Source: an optimization exercise on an open RTL-to-GDS flow (aim: small area and a short achievable clock period). Production flows keep margins and buffers that such runs may drop. Function was checked by simulation only, so behaviour that the tests miss may differ from the original. Power is estimated from default activity; no workload was simulated.

**design/flow/design.v**
```verilog
module dlts (
    input  wire        clk,
    input  wire        rst,
    input  wire        tick,
    input  wire        zc_in,
    input  wire        cmd_valid,
    input  wire [31:0] cmd_word,
    output wire        ready,
    output reg         rsp_valid,
    output reg  [3:0]  rsp_status,
    output reg  [31:0] rsp_data,
    output reg  [15:0] gate,
    output wire        zc_pullup_en
);
    localparam N     = 16;
    localparam NPINS = 16;
    localparam [15:0] NEVER   = 16'hFFFF;
    localparam [15:0] SEMI_50 = 16'd10000;
    localparam [15:0] SEMI_60 = 16'd8333;
    localparam [31:0] SP_MIN  = 32'd7692;
    localparam [31:0] SP_MAX  = 32'd11111;
    localparam [3:0] ST_OK       = 4'd0;
    localparam [3:0] ST_CAPACITY = 4'd1;
    localparam [3:0] ST_BAD_ID   = 4'd2;
    localparam [3:0] ST_BAD_OP   = 4'd3;
    localparam [3:0] ST_BAD_ARG  = 4'd4;
    localparam [3:0] ST_BAD_REG  = 4'd5;
    localparam [2:0] E_IDLE   = 3'd0;
    localparam [2:0] E_SCAN   = 3'd1;
    localparam [2:0] E_DECIDE = 3'd2;
    localparam [2:0] E_FIRE   = 3'd3;
    localparam [2:0] E_DIV    = 3'd4;
    reg [N*8-1:0]  ch_pin;
    reg [N*16-1:0] ch_delay;
    reg [N-1:0]    ch_active;
    reg [N-1:0]    ch_fired;
    reg        en;
    reg [1:0]  pol;
    reg        pullup_r;
    reg        fmon_cont;
    reg [15:0] min_retrig;
    reg [1:0]  fmode;
    reg        fmon_req;
    reg [15:0] semi_meas;
    reg        semi_valid;
    reg [31:0] oor_cnt;
    reg        zc_prev;
    reg        zc_pend;
    reg [31:0] zc_capt;
    reg        zc_state;
    reg [31:0] t_edge;
    reg [31:0] epoch;
    reg [31:0] now;
    reg        tmr_armed;
    reg [15:0] tmr_cnt;
    reg [15:0] arm_value;
    reg [31:0] arm_epoch;
    reg        tmr_pend;
    reg [31:0] fire_epoch;
    reg [31:0] tfire_cnt;
    reg [31:0] stale_cnt;
    reg [2:0]  est;
    reg [3:0]  idx;
    reg        cmd_pend;
    reg [31:0] cmd_reg;
    reg        scan_found;
    reg [15:0] scan_min;
    reg [15:0] fire_val;
    reg [19:0] div_q;       
    reg [16:0] div_r;       
    reg [15:0] div_d;       
    reg [4:0]  div_n;
    assign ready        = (est == E_IDLE) && !zc_pend && !tmr_pend && !cmd_pend;
    assign zc_pullup_en = pullup_r;
    reg [15:0] semi;
    always @(*) begin
        case (fmode)
            2'd0:    semi = SEMI_50;
            2'd1:    semi = SEMI_60;
            default: semi = semi_valid ? semi_meas : 16'd0;
        endcase
    end
    wire [31:0] elapsed = now - t_edge;
    wire [15:0] cur_delay  = ch_delay[idx*16 +: 16];
    wire [7:0]  cur_pin    = ch_pin[idx*8 +: 8];
    wire        cur_elig   = ch_active[idx] && !ch_fired[idx] &&
                             (cur_delay != NEVER) && (cur_delay < semi);
    reg        free_found;
    reg [3:0]  free_idx;
    integer    k;
    always @(*) begin
        free_found = 1'b0;
        free_idx   = 4'd0;
        for (k = N - 1; k >= 0; k = k - 1) begin
            if (!ch_active[k]) begin
                free_found = 1'b1;
                free_idx   = k[3:0];
            end
        end
    end
    wire [3:0]  c_op = cmd_reg[31:28];
    wire [7:0]  c_a  = cmd_reg[23:16];
    wire [15:0] c_b  = cmd_reg[15:0];
    wire        c_id_ok = (c_a < N) && ch_active[c_a[3:0]];
    reg [31:0] c_mask;
    always @(*) begin
        case (c_op)
            4'h0, 4'h5, 4'h6, 4'hA: c_mask = 32'hFFFFFFFF;
            4'h3, 4'h8:             c_mask = 32'hFF000000;
            4'h7:                   c_mask = 32'hFFFFFFFC;
            default:                c_mask = 32'hFF00FFFF;
        endcase
    end
    wire c_form_ok = ((cmd_reg & c_mask) == {c_op, 28'd0});
    reg [31:0] reg_view;
    always @(*) begin
        case (c_a[4:0])
            5'h00: reg_view = {27'd0, fmon_cont, pullup_r, pol, en};
            5'h01: reg_view = {16'd0, min_retrig};
            5'h02: reg_view = {30'd0, fmode};
            5'h03: reg_view = {25'd0, zc_prev, fmon_req, semi_valid, tmr_pend, zc_pend, tmr_armed, zc_state};
            5'h04: reg_view = epoch;
            5'h05: reg_view = now;
            5'h06: reg_view = t_edge;
            5'h07: reg_view = zc_capt;
            5'h08: reg_view = {16'd0, tmr_cnt};
            5'h09: reg_view = {16'd0, arm_value};
            5'h0A: reg_view = arm_epoch;
            5'h0B: reg_view = fire_epoch;
            5'h0C: reg_view = tfire_cnt;
            5'h0D: reg_view = stale_cnt;
            5'h0E: reg_view = oor_cnt;
            5'h0F: reg_view = {16'd0, semi_meas};
            5'h10: reg_view = {7'd0, 9'd16, 7'd0, 9'd16};
            default: reg_view = 32'd0;
        endcase
    end
    wire        do_tick    = ready && tick;
    wire [31:0] now_t      = do_tick ? now + 32'd1 : now;
    wire        zc_edge    = ready && (zc_in != zc_prev);
    wire        zc_rising  = zc_in;
    wire        pol_match  = (pol == 2'd0) ? zc_rising :
                             (pol == 2'd1) ? !zc_rising : 1'b1;
    wire        have_ref   = zc_pend || zc_state;
    wire [31:0] zc_ref     = zc_pend ? zc_capt : t_edge;
    wire [31:0] since_ref  = now_t - zc_ref;
    wire        debounced  = have_ref && (since_ref < {16'd0, min_retrig});
    wire        zc_qualify = zc_edge && en && pol_match && !debounced;
    wire [31:0] sample     = zc_capt - t_edge;
    wire        sample_ok  = (sample >= SP_MIN) && (sample <= SP_MAX);
    wire [16:0] div_try  = {div_r[15:0], div_q[19]};
    wire        div_ge   = div_try >= {1'b0, div_d};
    wire [16:0] div_rn   = div_ge ? div_try - {1'b0, div_d} : div_try;
    always @(posedge clk) begin
        if (rst) begin
            ch_pin     <= {N*8{1'b0}};
            ch_delay   <= {N*16{1'b1}};
            ch_active  <= {N{1'b0}};
            ch_fired   <= {N{1'b0}};
            en         <= 1'b0;
            pol        <= 2'd0;
            pullup_r     <= 1'b0;
            fmon_cont  <= 1'b0;
            min_retrig <= 16'd0;
            fmode      <= 2'd0;
            fmon_req   <= 1'b0;
            semi_meas  <= 16'd0;
            semi_valid <= 1'b0;
            oor_cnt    <= 32'd0;
            zc_prev    <= zc_in;
            zc_pend    <= 1'b0;
            zc_capt    <= 32'd0;
            zc_state   <= 1'b0;
            t_edge     <= 32'd0;
            epoch      <= 32'd0;
            now        <= 32'd0;
            tmr_armed  <= 1'b0;
            tmr_cnt    <= 16'd0;
            arm_value  <= 16'd0;
            arm_epoch  <= 32'd0;
            tmr_pend   <= 1'b0;
            fire_epoch <= 32'd0;
            tfire_cnt  <= 32'd0;
            stale_cnt  <= 32'd0;
            gate       <= 16'd0;
            est        <= E_IDLE;
            idx        <= 4'd0;
            cmd_pend   <= 1'b0;
            cmd_reg    <= 32'd0;
            scan_found <= 1'b0;
            scan_min   <= 16'd0;
            fire_val   <= 16'd0;
            div_q      <= 20'd0;
            div_r      <= 17'd0;
            div_d      <= 16'd0;
            div_n      <= 5'd0;
            rsp_valid  <= 1'b0;
            rsp_status <= 4'd0;
            rsp_data   <= 32'd0;
        end else begin
            rsp_valid <= 1'b0;
            if (do_tick) begin
                now <= now_t;
                if (tmr_armed) begin
                    tmr_cnt <= tmr_cnt - 16'd1;
                    if (tmr_cnt == 16'd1) begin
                        tmr_armed  <= 1'b0;
                        if (tmr_pend)
                            stale_cnt <= stale_cnt + 32'd1;
                        tmr_pend   <= 1'b1;
                        fire_epoch <= arm_epoch;
                    end
                end
            end
            if (zc_edge) begin
                zc_prev <= zc_in;
                if (zc_qualify) begin
                    zc_capt <= now_t;
                    zc_pend <= 1'b1;
                end
            end
            if (ready && cmd_valid) begin
                cmd_reg  <= cmd_word;
                cmd_pend <= 1'b1;
            end
            case (est)
            E_IDLE: begin
                if (zc_pend) begin
                    zc_pend <= 1'b0;
                    if (zc_state && (fmon_cont || fmon_req)) begin
                        if (sample_ok) begin
                            semi_meas  <= sample[15:0];
                            semi_valid <= 1'b1;
                            fmon_req   <= 1'b0;
                        end else begin
                            oor_cnt <= oor_cnt + 32'd1;
                        end
                    end
                    epoch    <= epoch + 32'd1;
                    gate     <= 16'd0;
                    t_edge   <= zc_capt;
                    zc_state <= 1'b1;
                    ch_fired <= {N{1'b0}};
                    idx        <= 4'd0;
                    scan_found <= 1'b0;
                    est        <= E_SCAN;
                end else if (tmr_pend) begin
                    tmr_pend  <= 1'b0;
                    tfire_cnt <= tfire_cnt + 32'd1;
                    if (fire_epoch != epoch) begin
                        stale_cnt <= stale_cnt + 32'd1;
                    end else begin
                        fire_val <= arm_value;
                        idx      <= 4'd0;
                        est      <= E_FIRE;
                    end
                end else if (cmd_pend) begin
                    cmd_pend <= 1'b0;
                    if (c_op >= 4'hC) begin
                        rsp_valid  <= 1'b1;
                        rsp_status <= ST_BAD_OP;
                        rsp_data   <= 32'd0;
                    end else if (!c_form_ok) begin
                        rsp_valid  <= 1'b1;
                        rsp_status <= ST_BAD_ARG;
                        rsp_data   <= 32'd0;
                    end else begin
                        rsp_valid  <= 1'b1;
                        rsp_status <= ST_OK;
                        rsp_data   <= 32'd0;
                        case (c_op)
                        4'h1: begin  
                            if (c_a >= NPINS) begin
                                rsp_status <= ST_BAD_ARG;
                            end else if (!free_found) begin
                                rsp_status <= ST_CAPACITY;
                            end else begin
                                ch_pin[free_idx*8 +: 8]     <= c_a;
                                ch_delay[free_idx*16 +: 16] <= NEVER;
                                ch_fired[free_idx]          <= 1'b0;
                                ch_active[free_idx]         <= 1'b1;
                                rsp_data <= {28'd0, free_idx};
                            end
                        end
                        4'h2: begin  
                            if (!c_id_ok)
                                rsp_status <= ST_BAD_ID;
                            else
                                ch_active[c_a[3:0]] <= 1'b0;
                        end
                        4'h3: begin  
                            if (!c_id_ok) begin
                                rsp_status <= ST_BAD_ID;
                            end else if (c_b == NEVER || c_b >= semi) begin
                                ch_delay[c_a[3:0]*16 +: 16] <= NEVER;
                                rsp_data <= {16'd0, NEVER};
                            end else begin
                                ch_delay[c_a[3:0]*16 +: 16] <= c_b;
                                rsp_data <= {16'd0, c_b};
                            end
                        end
                        4'h4: begin  
                            if (!c_id_ok)
                                rsp_status <= ST_BAD_ID;
                            else
                                rsp_data <= {16'd0, ch_delay[c_a[3:0]*16 +: 16]};
                        end
                        4'h5: begin  
                            rsp_data <= {16'd0, semi};
                        end
                        4'h6: begin  
                            if (semi != 16'd0) begin
                                rsp_valid <= 1'b0;
                                div_q <= 20'd500000 + {5'd0, semi[15:1]};
                                div_r <= 17'd0;
                                div_d <= semi;
                                div_n <= 5'd0;
                                est   <= E_DIV;
                            end
                        end
                        4'h7: begin  
                            if (c_b[1:0] == 2'd3)
                                rsp_status <= ST_BAD_ARG;
                            else
                                fmode <= c_b[1:0];
                        end
                        4'h8: begin  
                            if (c_a != 8'h00 && c_a != 8'h01) begin
                                rsp_status <= ST_BAD_REG;
                            end else if (c_a == 8'h01) begin
                                min_retrig <= c_b;
                            end else if (c_b[15:5] != 11'd0 || c_b[2:1] == 2'd3) begin
                                rsp_status <= ST_BAD_ARG;
                            end else begin
                                en        <= c_b[0];
                                pol       <= c_b[2:1];
                                pullup_r    <= c_b[3];
                                fmon_cont <= c_b[4];
                                if (!c_b[0]) begin
                                    tmr_armed <= 1'b0;
                                    tmr_cnt   <= 16'd0;
                                    tmr_pend  <= 1'b0;
                                    zc_pend   <= 1'b0;
                                    gate      <= 16'd0;
                                    ch_fired  <= {N{1'b0}};
                                    zc_state  <= 1'b0;
                                end
                            end
                        end
                        4'h9: begin  
                            if (c_a > 8'h10)
                                rsp_status <= ST_BAD_REG;
                            else
                                rsp_data <= reg_view;
                        end
                        4'hA: begin  
                            fmon_req <= 1'b1;
                        end
                        4'hB: begin  
                            if (c_a >= N)
                                rsp_status <= ST_BAD_ID;
                            else
                                rsp_data <= {ch_delay[c_a[3:0]*16 +: 16], 6'd0,
                                             ch_fired[c_a[3:0]], ch_active[c_a[3:0]],
                                             ch_pin[c_a[3:0]*8 +: 8]};
                        end
                        default: ;  
                        endcase
                    end
                end
            end
            E_SCAN: begin
                if (cur_elig && (!scan_found || cur_delay < scan_min)) begin
                    scan_found <= 1'b1;
                    scan_min   <= cur_delay;
                end
                idx <= idx + 4'd1;
                if (idx == N - 1)
                    est <= E_DECIDE;
            end
            E_DECIDE: begin
                if (!scan_found) begin
                    tmr_armed <= 1'b0;
                    tmr_cnt   <= 16'd0;
                    est       <= E_IDLE;
                end else if ({16'd0, scan_min} <= elapsed) begin
                    fire_val <= scan_min;
                    idx      <= 4'd0;
                    est      <= E_FIRE;
                end else begin
                    tmr_cnt   <= scan_min - elapsed[15:0];
                    tmr_armed <= 1'b1;
                    arm_value <= scan_min;
                    arm_epoch <= epoch;
                    est       <= E_IDLE;
                end
            end
            E_FIRE: begin
                if (cur_elig && cur_delay == fire_val) begin
                    gate[cur_pin[3:0]] <= 1'b1;
                    ch_fired[idx]      <= 1'b1;
                end
                idx <= idx + 4'd1;
                if (idx == N - 1) begin
                    scan_found <= 1'b0;
                    est        <= E_SCAN;
                end
            end
            E_DIV: begin
                div_r <= div_rn;
                div_q <= {div_q[18:0], div_ge};
                div_n <= div_n + 5'd1;
                if (div_n == 5'd19) begin
                    rsp_valid  <= 1'b1;
                    rsp_status <= ST_OK;
                    rsp_data   <= {12'd0, div_q[18:0], div_ge};
                    est        <= E_IDLE;
                end
            end
            default: est <= E_IDLE;
            endcase
        end
    end
endmodule
```
**design/flow/run.sh**
```bash
#!/bin/bash
# synth_recipe.tcl (not shown) runs the flow's synth.tcl, then flattens the netlist and writes it again
# the make line also repeats each setting of config.mk as NAME=value (left out here)
make -C /OpenROAD-flow-scripts/flow DESIGN_CONFIG=/design/flow/config.mk WORK_HOME=/design/flow/orfs CLKGATE_MAP_FILE= SYNTH_SCRIPT=/design/flow/synth_recipe.tcl finish
```
**design/flow/config.mk**
```make
export PLATFORM = sky130hd
export DESIGN_NAME = dlts
export DESIGN_NICKNAME = dlts
export VERILOG_FILES = /design/flow/design.v
export SDC_FILE = /design/flow/constraint.sdc
export NUM_CORES = 4
export LEC_CHECK = 0
export CAP_MARGIN = 20
export CORE_MARGIN = 2
export CORE_UTILIZATION = 40
export PLACE_DENSITY = 0.6
export SLEW_MARGIN = 20
```
**design/flow/constraint.sdc**
```tcl
create_clock -name core_clock -period 10.0 [get_ports {clk}]
set_input_delay 2.0000 -clock core_clock [delete_from_list [all_inputs] [get_ports {clk}]]
set_output_delay 2.0000 -clock core_clock [all_outputs]
set_load 0.01 [all_outputs]
```
==> run summary <==
routing by layer:
metal  global-route usage  up-vias  part of all wire
met1                0.383    25800              0.38
met4                0.224       18             0.086
met5                    0        -           0.00056
met2                0.486     2931              0.44
met3               0.0775      831              0.10
li1                     -    23900                 -
cells in the mapped netlist (all sizes together), types with 52 or more instances:
library cell | instances | area, um^2
a2bb2oi | 104 | 911
nor2 | 835 | 3160
dfxtp | 963 | 19300
nor2b | 79 | 494
xnor2 | 132 | 1160
clkbuf | 387 | 1450
mux2 | 57 | 642
a21o | 79 | 593
a221oi | 96 | 860
nand2 | 702 | 2640
ha | 209 | 2620
nand4 | 84 | 526
xor2 | 167 | 1460
inv | 194 | 728
nor3 | 115 | 596
nor4 | 52 | 353
nand3 | 159 | 796
and3 | 145 | 907
and2 | 56 | 350
buf | 73 | 364
a211oi | 72 | 551
o21ai | 253 | 1270
a21oi | 518 | 2590
mux4 | 216 | 4860
a31oi | 92 | 576
mux2i | 140 | 1410
a22oi | 79 | 593
final timing paths:
kind | end | slack (ns) | depth (start not counted)
setup / recovery | zc_capt[18]$_SDFFE_PP0P_ | 1.69 | 28
hold / removal | ch_pin[5]$_SDFFE_PP0P_ | 0.45 | 1
setup reg to reg | zc_capt[18]$_SDFFE_PP0P_ | 2.41 | 28
hold reg to reg | ch_pin[5]$_SDFFE_PP0P_ | 0.45 | 1
final cells by class:
cell class	count	area, um^2	share of cell area
inverters	194	733	0.0116
diodes	6	15.0	0.000238
multi-input cells	5020	35000	0.556
flip-flops and latches	964	19300	0.307
clock inverters	43	689	0.0109
well taps	1890	2360	0.0375
clock buffers	149	3030	0.0481
repair buffers	204	1820	0.0288
worst max-delay path: stages:
cell             delay [ns]
clkdlybuf4s50_1        0.50
nand2_1                0.11
nor4b_1                0.78
nand3_1                0.18
xnor2_1                0.20
ha_1                   0.50
nand3_1                0.16
nor2_1                 0.12
o211ai_1               0.09
and2_0                 0.21
nor3b_2                0.37
nor2_1                 0.13
o21ai_0                0.19
a21oi_1                0.10
xnor2_1                0.17
ha_1                   0.26
a21oi_1                0.17
nor2b_1                0.07
o21ai_0                0.17
o2111ai_1              0.15
o21bai_1               0.18
a2111o_1               0.31
nor4_1                 0.34
nand4_1                0.13
nor4_1                 0.46
or3_2                  0.24
buf_12                 0.24
mux2_1                 0.35
cell families (layout without fill, tap and decap cells):
kind of cell | Yosys count | count (layout)
XOR/XNOR | 299 | 299
multiplexers | 413 | 413
buffers and inverters | 654 | 590
flip-flops | 964 | 964
adder cells (fa/ha/maj) | 215 | 215
AND/OR/NAND/NOR | 2410 | 2410
AO/OA/AOI/OAI | 1682 | 1682
other | 1 | 7
power groups by stage:
stage / Combinational, mW / Sequential, mW / Clock, mW
4_1_cts: 0.679 / 3.88 / 4.26
3_3_place_gp: 0.674 / 3.97 / 0
3_5_place_dp: 0.676 / 3.97 / 0
5_1_grt: 0.736 / 3.88 / 4.42
6_report: 0.703 / 3.88 / 4.23
2_1_floorplan: 0.420 / 3.95 / 0
through the flow:
stage | hold WS, ns | worst slack, ns | power (mW) | cell area (um^2) | std cells
2_1_floorplan | 0.425 | 2.81 | 4.37 | 56600 | 6638
3_3_place_gp | 0.438 | 1.05 | 4.64 | 59200 | 8271
3_5_place_dp | 0.442 | 1.09 | 4.64 | 59200 | 8271
4_1_cts | 0.457 | 1.84 | 8.82 | 63000 | 8463
5_1_grt | 0.464 | 1.18 | 9.04 | 63000 | 8464
6_report | 0.452 | 1.69 | 8.82 | 63000 | 8470
==> summary.md <==
| Metric | Value |
|---|---|
| Die Footprint | about 0.14 mm^2 |
| Comb pwr share | 0.080 |
| Netlist area before placement | 0.0566 mm^2 |
| Clock Sinks | 964 |
| Vias | roughly 54,000 |
| Adder-Cell Fraction of Synth Area | 0.0481 |
| Xor/xnor share of the synthesized area | 0.0464 |
| DRC viols | 0 |
| Synth Area in Simple Gates | 0.197 |
| Die height | 380 um |
| Outcome | no timing/DRC/antenna violations |
| Pleak | 22.7 nW |
| Synth-to-layout area growth | 11.3% |
| Setup TNS | 0 ns |
| WP data required | 10.59 ns |
| RD Place Congestion | 1.02 |
| Slew headroom | 0.168 |
| Slew Limit Fails | 0 |
| Worst Max-Slew Pin Slew | 1.25 ns |
| Vias per inst | 6.32 |
| Pin count of the biggest net entering global routing | 192 |
| Worst Setup End Kind | register |
| Die span in x | 380 um |
| Multiplexer area fraction after synthesis | 0.122 |
| Final wirelength | 236,000 um |
| GRT overflow | 0 |
| Clock power frac | 0.480 |
| Main combinational cell family by area after synthesis | compound AO/OA/AOI/OAI gates |
| Crit path DAT | 8.90 ns |
| Vias in the first global route | 50,000 |
| Most flop-heavy register | ch_delay |
| Reg power frac | 0.440 |
| Largest regs | ch_delay: 256 flops, ch_pin: 128 flops |
| CP Class | in -> reg |
| Worst vdd ir | 0.141 mV |
| Worst Setup SP | tick |
| Root Buffer | clkbuf_16 |
| Max-cap violations | 0 |
| EDFF count, synth | 1 |
| Async SR Flop Fraction | 0 |
| Switching share of power | 0.263 |
| DP Wirelength | 169,000 um |
| CP Launch Type | input pin |
| CP max FO | 33 |
| Synthesized net count | 6,889 |
| Yosys warnings | 1 |
| Critical R2R Launch | est[2]$_SDFFE_PP0P_ |
| Netlist cell types | 110 |
| Commonest non-fill, non-tap cell in the layout | dfxtp_1 |
| Seq cells post-synth | ~960 |
| Compound-Gate Fraction of Synth Area | 0.200 |
| IO Pins | 92 |
| Global Route Usage Sum | 0.315 |
| Clock slew at reported path FFs | 0.06 ns |
| Fin nets | 6,740 |
| Initial antenna violation count | 11 |
| CTS tree | built |
| First-pass GRT wire length | roughly 340,000 um |
| Most frequent cells in the layout | dfxtp_1, nor2_1, nand2_1 |
| Core area | around 0.14 mm^2 |
| First-pass DRT Iterations | 8 |
| Fill count | between 10,000 and 15,000 |
| Initial Utilization | 0.401 |
| Min-delay src | ch_pin[5]$_SDFFE_PP0P_ |
| Tmin final | 8.31 ns |
| Syn Area/Cell | between 8 and 9 um^2 |
| Fmax | 120 MHz |
| Period utilization | 0.831 |
| Final hold viol count | 0 |
| # rows | 138 |
| Post-layout util | 0.447 |
| Syn Inst Count | 6,638 |
| Layout cells sized above 1 | 0.100 |
| Num CTS Buffers | ~110 |
| Post-CTS Hold Fix Bufs | 0 |
| Clk buf depth | 3 |
| Seq/Total Area, Yosys | 0.341 |
| CTS H-tree lvls | 3 |
| # setup viols final | 0 |
| Unrepaired setup endpoints after global routing | no |
| Post-cts resize count | 0 |
| Post-CTS Repair Setup Buffers | 0 |
| Switching power total | between 2 and 2.5 mW |
| Pwr Density | 140 mW/mm^2 |
| ANT nets after route | 0 |
| Drt wl/cell | around 28 um |
| Clock latency on the worst-skew pair | 0.77 ns |
| Internal Power | 6.50 mW |
| DRT iter0 DRCs | 6,286 |
| Skew final | slightly above 0.07 ns |
| Largest register FFs | 256 |
| Ys flop type | dfxtp_1 |
| Hold WC Path Type | reg -> reg |
| IO Port Bufs | 90 |
Testbench counts, summed over its fixed seeds: busy cycles 79,816.

[afterwards: timing with drivers on the ports]
How much do the figures lean on ideal ports? The routed layout below was timed once more, with nothing changed but the port constraints. Step 1 sets driving cells, clkbuf_16 on the clock port and buf_2 on the other inputs (assumed; they add their load-dependent delay and slew). Step 2 times the ports against the registers' clock, not the clock port: input delays grow and output delays shrink by t, the midpoint of the rising clock arrivals with the driver on. Three values: no drivers, after step 1, after step 2; two values: the first two.
t, ns: 0.827
setup slack, ns: 1.690 / 1.674 / 0.847
worst hold slack (ns): 0.452 / 0.452 / 0.452
worst register clock-pin slew, ns: 0.07 / 0.07
pins driven straight from the clock port: 1
After both steps setup and hold are still met in this run. The setup slack of this run moves by -0.016 ns with the drivers and by -0.843 ns with both steps.
